Context: an optimization exercise on an open-source flow, tuned for small area and a short achievable clock period. The choices shown serve that exercise and are no tape-out recipe.
In this exercise RTL edits were held to simulation tests only and were not proved equivalent to the original.

`design/flow/run.sh`:
```
#!/bin/bash
# synth_recipe.tcl (not shown) runs the flow's synth.tcl, then flattens the netlist and writes it again
# the make line also repeats each setting of config.mk as NAME=value (left out here)
make -C /OpenROAD-flow-scripts/flow DESIGN_CONFIG=/design/flow/config.mk WORK_HOME=/design/flow/orfs CLKGATE_MAP_FILE= SYNTH_SCRIPT=/design/flow/synth_recipe.tcl finish
```
`design/flow/constraint.sdc`:
```
create_clock -name core_clock -period 40.0 [get_ports {clk}]
set_input_delay 8.0000 -clock core_clock [delete_from_list [all_inputs] [get_ports {clk}]]
set_output_delay 8.0000 -clock core_clock [all_outputs]
set_load 0.01 [all_outputs]
```
`design/flow/design.v`:
```
module nectx (
    input             clk,
    input             rst,
    input      [31:0] top,
    input             host_we,
    input      [2:0]  host_addr,
    input      [31:0] host_wdata,
    output reg [31:0] host_rdata,
    output     [31:0] carrier
);
    localparam [31:0] LEAD_MARK     = 32'd128;
    localparam [31:0] LEAD_SPACE    = 32'd64;
    localparam [31:0] BIT_MARK      = 32'd8;
    localparam [31:0] BIT_0_SPACE   = 32'd8;
    localparam [31:0] BIT_1_SPACE   = 32'd24;
    localparam [31:0] TRAIL_MARK    = 32'd8;
    localparam [31:0] REPEAT_SPACE  = 32'd32;
    localparam [31:0] REPEAT_PERIOD = 32'd1564;
    localparam [6:0]  DUTY_DEFAULT  = 7'd33;
    localparam [3:0] PH_IDLE           = 4'd0;
    localparam [3:0] PH_LEAD_MARK      = 4'd1;
    localparam [3:0] PH_LEAD_SPACE     = 4'd2;
    localparam [3:0] PH_BIT_MARK       = 4'd3;
    localparam [3:0] PH_BIT_SPACE      = 4'd4;
    localparam [3:0] PH_TRAIL_MARK     = 4'd5;
    localparam [3:0] PH_RPT_LEAD_MARK  = 4'd6;
    localparam [3:0] PH_RPT_SPACE      = 4'd7;
    localparam [3:0] PH_RPT_TRAIL_MARK = 4'd8;
    localparam [1:0] RPT_IDLE      = 2'd0;
    localparam [1:0] RPT_REPEATING = 2'd1;
    localparam [1:0] RPT_STOPPING  = 2'd2;
    localparam [1:0] FG_IDLE = 2'd0;
    localparam [1:0] FG_JOIN = 2'd1;
    localparam [1:0] FG_EMIT = 2'd2;
    localparam OWNER_FG = 1'b0;
    localparam OWNER_BG = 1'b1;
    localparam [7:0] OP_DECODE_RAW        = 8'h01;
    localparam [7:0] OP_ENCODE_RAW        = 8'h02;
    localparam [7:0] OP_SEND_BYTES        = 8'h03;
    localparam [7:0] OP_SEND_REPEAT_FRAME = 8'h04;
    localparam [7:0] OP_SEND              = 8'h05;
    localparam [7:0] OP_SEND_RAW          = 8'h06;
    localparam [7:0] OP_STOP_REPEAT       = 8'h07;
    localparam [7:0] OP_CONFIGURE         = 8'h08;
    reg [31:0] cmd_arg_reg;      
    reg [7:0]  cmd_op;
    reg [31:0] cmd_arg;
    reg [31:0] frame;
    reg [31:0] r_duration;
    reg [31:0] r_code;
    reg [24:0] r_decode;
    reg [3:0]  seq_phase;
    reg [4:0]  bit_idx;
    reg [31:0] ivl_cnt;
    reg [31:0] dur_acc;
    reg        seq_owner;
    reg        ill;
    reg        ovr;
    reg        auto_rpt;
    reg [6:0]  duty;
    reg [1:0]  rpt_state;
    reg [31:0] rpt_wait;
    reg [1:0]  fg_stage;
    reg [31:0] carrier_value;
    wire busy = (fg_stage != FG_IDLE);
    assign carrier = carrier_value;
    wire [31:0] status = {16'd0, bit_idx, seq_phase, seq_owner, ovr, ill,
                          (carrier_value != 32'd0), rpt_state, busy};
    always @(*) begin
        case (host_addr)
            3'd0:    host_rdata = cmd_arg_reg;
            3'd1:    host_rdata = {24'd0, cmd_op};
            3'd2:    host_rdata = status;
            3'd3:    host_rdata = r_duration;
            3'd4:    host_rdata = r_code;
            3'd5:    host_rdata = {7'd0, r_decode};
            3'd6:    host_rdata = {25'd0, duty};
            default: host_rdata = 32'd0;
        endcase
    end
    wire [31:0] iss_arg = cmd_arg_reg;
    wire [7:0]  dec_low     = iss_arg[7:0];
    wire [7:0]  dec_high    = iss_arg[15:8];
    wire [7:0]  dec_command = iss_arg[23:16];
    wire [7:0]  dec_inv     = iss_arg[31:24];
    wire        dec_valid   = (dec_command == ~dec_inv);
    wire [15:0] dec_address = (dec_high == ~dec_low) ? {8'd0, dec_low} : {dec_high, dec_low};
    wire [7:0]  enc_low  = iss_arg[7:0];
    wire [7:0]  enc_high = (iss_arg[15:8] == 8'd0) ? ~enc_low : iss_arg[15:8];
    wire [31:0] enc_code = {~iss_arg[23:16], iss_arg[23:16], enc_high, enc_low};
    wire [31:0] n_arg;           
    wire [7:0]  n_op;            
    wire [7:0]  snd_low   = n_arg[7:0];
    wire [7:0]  snd_high  = (n_arg[15:8] == 8'd0) ? ~snd_low : n_arg[15:8];
    wire [31:0] snd_frame = {~n_arg[23:16], n_arg[23:16], snd_high, snd_low};
    wire [15:0] raw_addr  = (n_arg[15:8] == ~n_arg[7:0]) ? {8'd0, n_arg[7:0]} : n_arg[15:0];
    wire [7:0]  raw_low   = raw_addr[7:0];
    wire [7:0]  raw_high  = (raw_addr[15:8] == 8'd0) ? ~raw_low : raw_addr[15:8];
    wire [31:0] raw_frame = {~n_arg[23:16], n_arg[23:16], raw_high, raw_low};
    wire        issue   = host_we && (host_addr == 3'd1) && !busy;
    wire [7:0]  iss_op  = host_wdata[7:0];
    reg iss_legal;
    always @(*) begin
        case (iss_op)
            OP_DECODE_RAW:        iss_legal = 1'b1;
            OP_ENCODE_RAW:        iss_legal = (iss_arg[31:24] == 8'd0);
            OP_SEND_BYTES:        iss_legal = 1'b1;
            OP_SEND_REPEAT_FRAME: iss_legal = (iss_arg == 32'd0);
            OP_SEND:              iss_legal = (iss_arg[31:25] == 7'd0);
            OP_SEND_RAW:          iss_legal = 1'b1;
            OP_STOP_REPEAT:       iss_legal = (iss_arg == 32'd0);
            OP_CONFIGURE:         iss_legal = (iss_arg[31:8] == 24'd0);
            default:              iss_legal = 1'b0;
        endcase
    end
    assign n_arg = issue ? iss_arg : cmd_arg;
    assign n_op  = issue ? iss_op  : cmd_op;
    wire cur_is_mark = (seq_phase == PH_LEAD_MARK) || (seq_phase == PH_BIT_MARK) ||
                       (seq_phase == PH_TRAIL_MARK) || (seq_phase == PH_RPT_LEAD_MARK) ||
                       (seq_phase == PH_RPT_TRAIL_MARK);
    reg  [6:0]  n_duty_cfg;
    wire [7:0]  cfg_duty = iss_arg[7:0];
    always @(*) begin
        n_duty_cfg = duty;
        if (issue && iss_legal && iss_op == OP_CONFIGURE)
            n_duty_cfg = (cfg_duty >= 8'd1 && cfg_duty <= 8'd100) ? cfg_duty[6:0] : DUTY_DEFAULT;
    end
    wire [38:0] on_product = top * n_duty_cfg;
    wire [38:0] on_quot    = on_product / 39'd100;
    wire [31:0] on_value   = on_quot[31:0];
    reg [31:0] n_cmd_arg_reg;
    reg [7:0]  n_cmd_op;
    reg [31:0] n_cmd_arg;
    reg [31:0] n_frame;
    reg [31:0] n_r_duration;
    reg [31:0] n_r_code;
    reg [24:0] n_r_decode;
    reg [3:0]  n_seq_phase;
    reg [4:0]  n_bit_idx;
    reg [31:0] n_ivl_cnt;
    reg [31:0] n_dur_acc;
    reg        n_seq_owner;
    reg        n_ill;
    reg        n_ovr;
    reg        n_auto_rpt;
    reg [6:0]  n_duty;
    reg [1:0]  n_rpt_state;
    reg [31:0] n_rpt_wait;
    reg [1:0]  n_fg_stage;
    reg [31:0] n_carrier_value;
    reg        do_enter;         
    reg        frame_start;      
    reg        fg_frame_end;
    reg        bg_frame_end;
    reg  [3:0] ent_phase;        
    reg  [4:0] ent_idx;          
    reg [31:0] ent_dur;          
    reg        ent_is_mark;
    always @(*) begin
        n_cmd_arg_reg   = cmd_arg_reg;
        n_cmd_op        = cmd_op;
        n_cmd_arg       = cmd_arg;
        n_frame         = frame;
        n_r_duration    = r_duration;
        n_r_code        = r_code;
        n_r_decode      = r_decode;
        n_seq_phase     = seq_phase;
        n_bit_idx       = bit_idx;
        n_ivl_cnt       = ivl_cnt;
        n_dur_acc       = dur_acc;
        n_seq_owner     = seq_owner;
        n_ill           = ill;
        n_ovr           = ovr;
        n_auto_rpt      = auto_rpt;
        n_duty          = n_duty_cfg;
        n_rpt_state     = rpt_state;
        n_rpt_wait      = rpt_wait;
        n_fg_stage      = fg_stage;
        n_carrier_value = carrier_value;
        do_enter     = 1'b0;
        frame_start  = 1'b0;
        ent_phase    = PH_IDLE;
        ent_idx      = 5'd0;
        fg_frame_end = 1'b0;
        bg_frame_end = 1'b0;
        if (host_we) begin
            case (host_addr)
                3'd0: begin
                    if (!busy) n_cmd_arg_reg = host_wdata;
                    else       n_ovr = 1'b1;
                end
                3'd1: begin
                    if (busy) begin
                        n_ovr = 1'b1;
                    end else begin
                        n_cmd_op  = iss_op;
                        n_cmd_arg = iss_arg;
                        if (!iss_legal) begin
                            n_auto_rpt = 1'b0;
                            n_ill      = 1'b1;
                        end else begin
                            n_auto_rpt = (iss_op == OP_SEND) && iss_arg[24];
                            case (iss_op)
                                OP_DECODE_RAW:
                                    n_r_decode = {dec_valid, dec_command, dec_address};
                                OP_ENCODE_RAW:
                                    n_r_code = enc_code;
                                OP_SEND_BYTES, OP_SEND_REPEAT_FRAME, OP_SEND, OP_STOP_REPEAT: begin
                                    n_fg_stage = FG_JOIN;
                                    if (rpt_state == RPT_REPEATING) n_rpt_state = RPT_STOPPING;
                                end
                                OP_SEND_RAW: begin
                                    if (dec_valid) begin
                                        n_fg_stage = FG_JOIN;
                                        if (rpt_state == RPT_REPEATING) n_rpt_state = RPT_STOPPING;
                                    end else begin
                                        n_r_duration = 32'd0;
                                    end
                                end
                                default: ;  
                            endcase
                        end
                    end
                end
                3'd2: begin
                    n_ill = ill & ~host_wdata[4];
                    n_ovr = ovr & ~host_wdata[5];
                end
                default: ;
            endcase
        end
        if (seq_phase != PH_IDLE && ivl_cnt == 32'd0) begin
            if (cur_is_mark) n_carrier_value = 32'd0;
            case (seq_phase)
                PH_LEAD_MARK:  begin do_enter = 1'b1; ent_phase = PH_LEAD_SPACE; ent_idx = 5'd0; end
                PH_LEAD_SPACE: begin do_enter = 1'b1; ent_phase = PH_BIT_MARK;   ent_idx = 5'd0; end
                PH_BIT_MARK:   begin do_enter = 1'b1; ent_phase = PH_BIT_SPACE;  ent_idx = bit_idx; end
                PH_BIT_SPACE: begin
                    do_enter = 1'b1;
                    if (bit_idx != 5'd31) begin ent_phase = PH_BIT_MARK;   ent_idx = bit_idx + 5'd1; end
                    else                  begin ent_phase = PH_TRAIL_MARK; ent_idx = 5'd31;          end
                end
                PH_RPT_LEAD_MARK: begin do_enter = 1'b1; ent_phase = PH_RPT_SPACE;      ent_idx = 5'd0; end
                PH_RPT_SPACE:     begin do_enter = 1'b1; ent_phase = PH_RPT_TRAIL_MARK; ent_idx = 5'd0; end
                default: begin
                    n_seq_phase = PH_IDLE;
                    if (seq_owner == OWNER_FG) fg_frame_end = 1'b1;
                    else                       bg_frame_end = 1'b1;
                end
            endcase
        end
        if (fg_frame_end) begin
            n_r_duration = dur_acc;
            if (n_op == OP_SEND && auto_rpt) begin
                n_rpt_state = RPT_REPEATING;
                n_rpt_wait  = (dur_acc <= REPEAT_PERIOD) ? (REPEAT_PERIOD - dur_acc) : 32'd0;
            end
            n_fg_stage = FG_IDLE;
        end
        if (bg_frame_end)
            n_rpt_wait = (dur_acc <= REPEAT_PERIOD) ? (REPEAT_PERIOD - dur_acc) : 32'd0;
        if (n_rpt_state == RPT_STOPPING &&
            !(n_seq_phase != PH_IDLE && seq_owner == OWNER_BG)) begin
            n_rpt_state = RPT_IDLE;
            n_rpt_wait  = 32'd0;
        end
        if (n_fg_stage == FG_JOIN && n_rpt_state == RPT_IDLE) begin
            case (n_op)
                OP_SEND_BYTES: begin
                    n_frame = n_arg;
                    n_fg_stage = FG_EMIT; n_seq_owner = OWNER_FG;
                    do_enter = 1'b1; frame_start = 1'b1; ent_phase = PH_LEAD_MARK; ent_idx = 5'd0;
                end
                OP_SEND: begin
                    n_frame = snd_frame;
                    n_fg_stage = FG_EMIT; n_seq_owner = OWNER_FG;
                    do_enter = 1'b1; frame_start = 1'b1; ent_phase = PH_LEAD_MARK; ent_idx = 5'd0;
                end
                OP_SEND_RAW: begin
                    n_frame = raw_frame;
                    n_fg_stage = FG_EMIT; n_seq_owner = OWNER_FG;
                    do_enter = 1'b1; frame_start = 1'b1; ent_phase = PH_LEAD_MARK; ent_idx = 5'd0;
                end
                OP_SEND_REPEAT_FRAME: begin
                    n_fg_stage = FG_EMIT; n_seq_owner = OWNER_FG;
                    do_enter = 1'b1; frame_start = 1'b1; ent_phase = PH_RPT_LEAD_MARK; ent_idx = 5'd0;
                end
                default: begin
                    n_fg_stage = FG_IDLE;
                end
            endcase
        end
        if (n_rpt_state == RPT_REPEATING && n_seq_phase == PH_IDLE && !do_enter &&
            n_rpt_wait == 32'd0) begin
            n_seq_owner = OWNER_BG;
            do_enter = 1'b1; frame_start = 1'b1; ent_phase = PH_RPT_LEAD_MARK; ent_idx = 5'd0;
        end
        case (ent_phase)
            PH_LEAD_MARK:      ent_dur = LEAD_MARK;
            PH_LEAD_SPACE:     ent_dur = LEAD_SPACE;
            PH_BIT_MARK:       ent_dur = BIT_MARK;
            PH_BIT_SPACE:      ent_dur = n_frame[ent_idx] ? BIT_1_SPACE : BIT_0_SPACE;
            PH_TRAIL_MARK:     ent_dur = TRAIL_MARK;
            PH_RPT_LEAD_MARK:  ent_dur = LEAD_MARK;
            PH_RPT_SPACE:      ent_dur = REPEAT_SPACE;
            PH_RPT_TRAIL_MARK: ent_dur = TRAIL_MARK;
            default:           ent_dur = 32'd0;
        endcase
        ent_is_mark = (ent_phase == PH_LEAD_MARK) || (ent_phase == PH_BIT_MARK) ||
                      (ent_phase == PH_TRAIL_MARK) || (ent_phase == PH_RPT_LEAD_MARK) ||
                      (ent_phase == PH_RPT_TRAIL_MARK);
        if (do_enter) begin
            n_seq_phase = ent_phase;
            n_bit_idx   = ent_idx;
            n_ivl_cnt   = ent_dur;
            n_dur_acc   = (frame_start ? 32'd0 : dur_acc) + ent_dur;
            if (ent_is_mark) n_carrier_value = on_value;
        end
        if (n_seq_phase != PH_IDLE)
            n_ivl_cnt = n_ivl_cnt - 32'd1;
        if (n_rpt_state == RPT_REPEATING && n_seq_phase == PH_IDLE && n_rpt_wait != 32'd0)
            n_rpt_wait = n_rpt_wait - 32'd1;
    end
    always @(posedge clk) begin
        if (rst) begin
            cmd_arg_reg   <= 32'd0;
            cmd_op        <= 8'd0;
            cmd_arg       <= 32'd0;
            frame         <= 32'd0;
            r_duration    <= 32'd0;
            r_code        <= 32'd0;
            r_decode      <= 25'd0;
            seq_phase     <= PH_IDLE;
            bit_idx       <= 5'd0;
            ivl_cnt       <= 32'd0;
            dur_acc       <= 32'd0;
            seq_owner     <= OWNER_FG;
            ill           <= 1'b0;
            ovr           <= 1'b0;
            auto_rpt      <= 1'b0;
            duty          <= DUTY_DEFAULT;
            rpt_state     <= RPT_IDLE;
            rpt_wait      <= 32'd0;
            fg_stage      <= FG_IDLE;
            carrier_value <= 32'd0;
        end else begin
            cmd_arg_reg   <= n_cmd_arg_reg;
            cmd_op        <= n_cmd_op;
            cmd_arg       <= n_cmd_arg;
            frame         <= n_frame;
            r_duration    <= n_r_duration;
            r_code        <= n_r_code;
            r_decode      <= n_r_decode;
            seq_phase     <= n_seq_phase;
            bit_idx       <= n_bit_idx;
            ivl_cnt       <= n_ivl_cnt;
            dur_acc       <= n_dur_acc;
            seq_owner     <= n_seq_owner;
            ill           <= n_ill;
            ovr           <= n_ovr;
            auto_rpt      <= n_auto_rpt;
            duty          <= n_duty;
            rpt_state     <= n_rpt_state;
            rpt_wait      <= n_rpt_wait;
            fg_stage      <= n_fg_stage;
            carrier_value <= n_carrier_value;
        end
    end
endmodule
```
`design/flow/config.mk`:
```
export PLATFORM = sky130hd
export DESIGN_NAME = nectx
export DESIGN_NICKNAME = nectx
export VERILOG_FILES = /design/flow/design.v
export SDC_FILE = /design/flow/constraint.sdc
export NUM_CORES = 4
export LEC_CHECK = 0
export CAP_MARGIN = 20
export CORE_MARGIN = 2
export CORE_UTILIZATION = 40
export SLEW_MARGIN = 20
```
==> notes.md <==
- Row cnt: 102
- Most used flip-flop cell after synthesis: dfxtp_1
- Top-Level Pins: 134
- Via count: 30,167
- CTS max path bufs: 3
- Fmax: 27.96 MHz
- Placeable Area: 0.07759 mm2
- IO Port Bufs: 133
- Number of hold buffers added after CTS: 0
- RD Place Congestion: 0.9698
- Placed cell count: 5,097
- Starting Density: 0.4049
- Util after Layout: 0.4510
- DRT Wirelength: 99.30 mm
- Avg Cell Area, Syn: 7.643 um2
- Cells after Synth: 4,111
- Slowest CP cell: a311oi_1
- Initial antenna violation count: 0
- Crit path top cell by count: a21oi_1
- Final ANT Viol Nets: 0
- Layout net count: 4,388
- Critical Path Sink Type: flip-flop
- Routed WL per cell: 19.20 um
- RSZ-0062 raised after global routing: no
- Fin area: 0.03500 mm2
- EDFF count, synth: 0
- #FFs+latches synth: 339
- Clock Pin Slew Worst Setup and Hold Paths: 60 ps
- Cts bufs inserted: 42
- First-pass DRT Iterations: 5
- Worst path max stage delay: 720 ps
- Dpl cell area: 0.03355 mm2
- DR iter-0 viols: 2,376
- Die Y: 284.3 um
- Post-synthesis cell type count: 135
- Asr flop ratio synth: 0
- Main area contributors after synthesis: dfxtp_1 22%, fa_1 9.6%, nand2_1 6.5%
- Setup crit start kind: input pin
- Layout cell share with drive strength beyond 1: 0.07504
- Post CTS Setup Buffer Count: 0
- Crit path max-delay family: compound AO/OA/AOI/OAI gates
- GRT Overall Usage: 0.2411
- Clock skew: 37.00 ps
- Slew Viols, Final: 0
- Post-route insts no fill: 5,171
- Resized Gates After CTS: 0
- Arr. time, crit path: 36,250 ps
- Vias/cell: 5.834
- Clock Root Buffer: clkbuf_16
- Post-Syn Area: 0.03142 mm2
- Status: complete, no violations
- Commonest non-fill, non-tap cell in the layout: nand2_1
- Max-Cap Viols: 0
- Die area: 0.08081 mm2
- Worst slew pin tran: 1122 ps
- DPL Wire Length: 74.22 mm
- Cell taking the most area after synthesis: dfxtp_1
- Setup TNS: 0 ps
- Hold Vio Cnt, Final: 0
- Largest net degree at the start of global routing: 190
- Seq/Total Area, Yosys: 0.2160
- Crit path kind: in -> reg
- Setup violators final: 0
- Tmin final: 35,770 ps
- Die width: 284.3 um
- Max reg flops: 64
- Share of the synthesized area in the top cell type: 0.2160
- Global-route wire length before repair: 160.7 mm
- Worst skew pair latency: 600 ps
- Hold slack final: 452.7 ps
- Post-route clock period utilization: 0.8941
- CTS tree: done
- WP buf/inv: 4
- Grt total ovfl: 0
- Syn Nets: 4,398
- Worst rel slew slack: 0.2421
- P&R area growth vs syn: 11.38%
- # DRC: 0
- Worst path required time: 40,490 ps
- ANT cells: 0
- Clock net sink count: 339
- Commonest cells after routing, fill and taps aside: 547 x nand2_1, 447 x nor2_1, 339 x dfxtp_1
- Number of global-route vias before repair: 28,850
- Yosys warns: 1
- Htree depth: 2
- Worst-path fanout max: 33
- HP Class: reg -> reg
-- kinds of logic after synthesis --
family / Yosys count / share of synthesized area
adders and majority gates: 221 / 0.1235
xor gates and xnor gates: 177 / 0.05137
buffers and inverters: 378 / 0.04635
AOI/OAI and AO/OA: 1120 / 0.2504
and+or+nand+nor: 1739 / 0.2637
DFF: 339 / 0.2160
muxes: 137 / 0.04874
-- per-layer routing --
layer,track usage,vias to the layer above,routed length [um]
li1,-,14665,-
met1,0.3184,14442,43860
met2,0.4084,876,47110
met3,0.02464,184,4663
met4,0.08513,0,3673
met5,0,-,0
-- metrics by stage --
step / worst slack [ps]
detailed placement: 3995
floorplan: 8085
CTS: 4511
finish: 4234
global placement: 3894
global route: 2265
-- final timing paths --
| kind | from | to | slack (ps) | cells after the start |
|---|---|---|---|---|
| hold / removal | r_decode[15] | r_decode[15] | 450 | 2 |
| hold reg to reg | r_decode[15] | r_decode[15] | 450 | 2 |
| setup reg to reg | cmd_arg_reg[10] | carrier_value[0] | 10790 | 91 |
| setup / recovery | host_wdata[1] | carrier_value[0] | 4230 | 89 |
-- cell type report --
type                            instances  area (um2)
Tap cell                             1040        1301
Clock buffer                           60        1249
Clock inverter                         14       177.7
Timing Repair Buffer                  179        1682
Inverter                              145       544.3
Multi-Input combinational cell       3394       23260
Sequential cell                       339        6787
Fill cell                            7941       42600
-- synthesized netlist by cell type, drive strengths merged (15+ instances only) --
| cell | n |
|---|---|
| nor2 | 450 |
| or4 | 18 |
| a31oi | 51 |
| clkbuf | 197 |
| a211o | 15 |
| o2111ai | 17 |
| nor3 | 119 |
| a21oi | 342 |
| a22oi | 59 |
| inv | 145 |
| o31ai | 19 |
| fa | 150 |
| xnor2 | 115 |
| and2 | 219 |
| nor4 | 43 |
| xor2 | 62 |
| a31o | 15 |
| o21a | 23 |
| o22ai | 38 |
| and3 | 36 |
| o221ai | 17 |
| or2 | 31 |
| mux2 | 24 |
| buf | 36 |
| or3 | 28 |
| nand2b | 29 |
| ha | 67 |
| o211ai | 40 |
| a21boi | 16 |
| nand2 | 548 |
| o21ai | 188 |
| nand3 | 111 |
| a21o | 34 |
| a211oi | 62 |
| nor2b | 29 |
| dfxtp | 339 |
| nand4 | 45 |
| mux2i | 107 |
| a2111oi | 16 |
-- worst min-delay path: stages (launching register included) --
cell	delay, ps
dfxtp_1	310
nand2_1	50
a21oi_1	50

## port drivers added, routing unchanged
The flow's constraints put no driver on any port. The routed layout listed below was extracted and timed again, unchanged, in two steps.
Step 1 sets driving cells, clkbuf_16 on the clock port and buf_2 on the other inputs (assumed; they add their load-dependent delay and slew).
Step 2, shift: input delay + t, output delay - t, t = (earliest + latest rising clock arrival at the registers) / 2. This alone moves slack from input paths to output paths.
Slacks: ideal / step 1 / step 2; pairs: ideal / step 1.
t (ns): 0.646
slack for setup (ns): 4.234 / 4.274 / 3.628
slew at the worst register clock pin (ns): 0.06 / 0.06
After both steps setup and hold are still met in this run. For this run, drivers alone change the setup slack by +0.040 ns; drivers and shift together by -0.606 ns.
